This is an optimization exercise on Yosys and OpenROAD, whose aim is small area, a short achievable clock period and few clock cycles per item, not a production implementation. In this exercise RTL edits were held to simulation tests only and were not proved equivalent to the original.

alpha:
Design vkg_tca, start of the top module:
module vkg_tca (
    input  wire        clk,
    input  wire        rst,           
    input  wire        cmd_valid,
    output wire        cmd_ready,
    input  wire [63:0] cmd,
    output reg         done,
    output reg  [6:0]  t_min,
    output reg  [6:0]  t_sec,
    output reg  [63:0] t_rem,
    output reg  [63:0] t_delta,
    output reg  [63:0] acc,
    output reg         cy,
    output reg         range_rem,
    output reg         range_delta,
    output wire [7:0]  err,
    output reg  [31:0] einfo,
    output wire [15:0] sticky
);
    localparam [7:0] OP_NOP   = 8'h00;
    localparam [7:0] OP_RESET = 8'h01;
    localparam [7:0] OP_CLR   = 8'h40;
    localparam [7:0] OP_FIN   = 8'h41;
    localparam [7:0] OP_LAP   = 8'h42;
    localparam [65:0] NWRAP = 66'h3ffffffffc4653600;
    reg rdy;               
    reg stl;               
    assign cmd_ready = rdy;
    reg err0, err1, err6;
    reg stk0, stk12, stk13;
  ...
Settings: LEC_CHECK=0, CAP_MARGIN=50, CORE_MARGIN=2, CORE_UTILIZATION=40, CTS_CLUSTER_DIAMETER=100, CTS_CLUSTER_SIZE=22, PLACE_DENSITY=0.6, SLEW_MARGIN=70; clock period 30.0 ns.
standard.sh (not shown) runs the stock make flow with config.mk's settings and CLKGATE_MAP_FILE= SYNTH_SCRIPT=/design/flow/synth_recipe.tcl, a recipe that flattens the netlist after the stock synthesis.
==> flow/flow/run.sh <==
#!/bin/bash
# The standard layout (the standard.sh, unchanged synthesis and steps),
# with one difference: buffer_ports gives every input and output port a
# sky130_fd_sc_hd__buf_2 instead of the delay buffer it picks by default.
# Each tool's full output stays in orfs/logs; make's own output goes to
# standard.log in the work folder.
set -euo pipefail
cd "$(dirname "$0")/.."
export BUFFER_PORTS_ARGS="-buffer_cell sky130_fd_sc_hd__buf_2"
bash standard.sh > standard.log 2>&1
The flow did not stop early for alpha: all stages ran, and the layout cleared the timing, design-rule and antenna checks.
Testbench counts of alpha, summed over its fixed seeds: cycles 40,024, items 40,000.
Changes in beta relative to alpha:
- CAP_MARGIN: 50 -> 40
- SLEW_MARGIN: 70 -> 60
[summary]
- alpha -> beta: number of non-clock inverters delta 0, exact match
- Routed metal-1 wirelength shrinks slightly when moving from alpha to beta.
- Measured against each other, alpha and beta differ in insertion delay of the later-clocked pin in the worst-skew pair, the higher figure coming from alpha.
- Number of cells after detailed placement in beta is 40 lower than in alpha


vkg_tca, a different RTL version from the one above (not shown whole).
For scale: about 460 flip-flops, roughly 330 I/O pins.
clock: 30.0 ns
lec_check: 0
cap_margin: 70
core_margin: 2
core_utilization: 40
place_density: 0.6
slew_margin: 85
run.sh (not shown) runs the stock make flow with config.mk's settings and CLKGATE_MAP_FILE= SYNTH_SCRIPT=/design/flow/synth_recipe.tcl, a recipe that flattens the netlist after the stock synthesis.
Stock flow here: none of the scripts above is used.
The baseline finished with timing, DRC and antenna clean.
Testbench counts at the start, summed over its fixed seeds: cycles 40,024, items 40,000.
Change:
Settings changed: CAP_MARGIN 70 to 20, SLEW_MARGIN 85 to 20.
After rerunning:
- The changed run completed with no timing, DRC or antenna violations
- worst setup slack is better by 3.0 ns
- area after synthesis is unchanged
- die area stays the same
- wire length shrinks by a few percent
- sequential cell count is unchanged
Change:
Settings changed: CAP_MARGIN 20 to 50, SLEW_MARGIN 20 to 70.
Outcome:
- register-to-register slack improves by 1.3 ns
- worst hold slack stays flat
- count of clock-buffer cells in the layout went up by 7
- worst setup slack gets better by 1.3 ns
- utilization went up by 1.0 points
- cell area climbs by about 2.2%
- routed wire length rises by about 0.47%
Change:
Settings changed: CAP_MARGIN 50 to 20, CORE_UTILIZATION 40 to 55, GPL_TIMING_DRIVEN set to 0, PLACE_DENSITY 0.6 to 0.65, SLEW_MARGIN 70 to 20.
=> Worst setup slack is worse by 2.2 ns; synthesized cell count does not change; core utilization increases by 16 points; final area decreases by 2.1%.


Another version of the RTL of vkg_tca (not shown whole).
For scale: ~450 flip-flops, ~0.044 mm2 of cells after synthesis.
==> flow/design.v (excerpt) <==
module vkg_tca (
    input  wire        clk,
    input  wire        rst,           
    input  wire        cmd_valid,
    output wire        cmd_ready,
    input  wire [63:0] cmd,
    output reg         done,
    output reg  [6:0]  t_min,
    output reg  [6:0]  t_sec,
    output reg  [63:0] t_rem,
    output reg  [63:0] t_delta,
    output reg  [63:0] acc,
    output reg         cy,
    output reg         range_rem,
    output reg         range_delta,
    output wire [7:0]  err,
    output reg  [31:0] einfo,
    output wire [15:0] sticky
);
==> flow/config.mk <==
export PLATFORM = sky130hd
export DESIGN_NAME = vkg_tca
export DESIGN_NICKNAME = vkg_tca
export VERILOG_FILES = /design/flow/design.v
export SDC_FILE = /design/flow/constraint.sdc
export NUM_CORES = 4
export LEC_CHECK = 0
export CAP_MARGIN = 50
export CORE_MARGIN = 2
export CORE_UTILIZATION = 40
export CTS_CLUSTER_DIAMETER = 100
export CTS_CLUSTER_SIZE = 22
export PLACE_DENSITY = 0.6
export SLEW_MARGIN = 70
==> flow/constraint.sdc <==
create_clock -name core_clock -period 30.0 [get_ports {clk}]
set_input_delay 6.0000 -clock core_clock [delete_from_list [all_inputs] [get_ports {clk}]]
set_output_delay 6.0000 -clock core_clock [all_outputs]
set_load 0.01 [all_outputs]
standard.sh (not shown) runs the stock make flow with config.mk's settings and CLKGATE_MAP_FILE= SYNTH_SCRIPT=/design/flow/synth_recipe.tcl, a recipe that flattens the netlist after the stock synthesis.
Scripts as last shown in full above: flow/flow/run.sh
Testbench counts at the start, summed over its fixed seeds: cycles 40,024, items 40,000.
Rerun with:
--- a/flow/config.mk
+++ b/flow/config.mk
@@ -6,5 +6,5 @@
 export NUM_CORES = 4
 export LEC_CHECK = 0
-export CAP_MARGIN = 50
+export CAP_MARGIN = 40
 export CORE_MARGIN = 2
 export CORE_UTILIZATION = 40
@@ -12,3 +12,3 @@
 export CTS_CLUSTER_SIZE = 22
 export PLACE_DENSITY = 0.6
-export SLEW_MARGIN = 70
+export SLEW_MARGIN = 60
Outcome: Final cell count drops by 0.86%. Count of clock-buffer cells in the layout went up by 1. Worst hold slack hardly moves. Worst setup slack got worse by 0.10 ns. Routed wire length is lower by 0.35%. Area after synthesis stays the same. Global-route usage barely changes. Maximum frequency is lower by 1.3%.
Rerun with:
--- a/flow/config.mk
+++ b/flow/config.mk
@@ -6,5 +6,5 @@
 export NUM_CORES = 4
 export LEC_CHECK = 0
-export CAP_MARGIN = 40
+export CAP_MARGIN = 30
 export CORE_MARGIN = 2
 export CORE_UTILIZATION = 40
@@ -12,3 +12,3 @@
 export CTS_CLUSTER_SIZE = 22
 export PLACE_DENSITY = 0.6
-export SLEW_MARGIN = 60
+export SLEW_MARGIN = 50
The new run completed without violations.
Cell area drops slightly.
Count of clock-buffer cells in the layout came out higher by 1.
Die area stays the same.
Synthesized area stays the same.

## static timing again, ports no longer ideal
How much do the figures lean on ideal ports? The routed layouts below were timed once more, with nothing changed but the port constraints. Step 1 assumes that a clkbuf_16 drives the clock port and a buf_2 every other input. Step 2 times the ports against the registers' clock, not the clock port: input delays grow and output delays shrink by t, the midpoint of the rising clock arrivals with the driver on. Three values: ideal, step 1, step 2; two values: the first two.
run | t, ns | setup WS [ns] | worst setup path at the end | worst slew at a driven data input, ns
alpha | 0.754 | 22.571 / 22.502 / 22.513 | input to register | 0.05
beta | 0.754 | 22.570 / 22.495 / 22.438 | input to register | 0.05
the first run of note 2 | 0.732 | 17.005 / 17.005 / 17.005 | register to register | 0.07
the second run of note 2 | 0.742 | 20.035 / 20.035 / 20.035 | register to register | 0.07
the third run of note 2 | 0.721 | 21.345 / 21.345 / 21.059 | input to register | 0.07
the fourth run of note 2 | 0.708 | 19.191 / 19.191 / 19.191 | register to register | 0.06
the first run of note 3 | 0.724 | 22.491 / 22.491 / 22.148 | input to register | 0.06
the second run of note 3 | 0.730 | 22.390 / 22.390 / 22.043 | input to register | 0.05
the third run of note 3 | 0.736 | 22.422 / 22.422 / 22.033 | input to register | 0.06
After both steps every run listed still meets setup and hold. The setup slack of the third run of note 3, which loses most, moves by 0.000 ns with the drivers and by -0.389 ns with both steps.
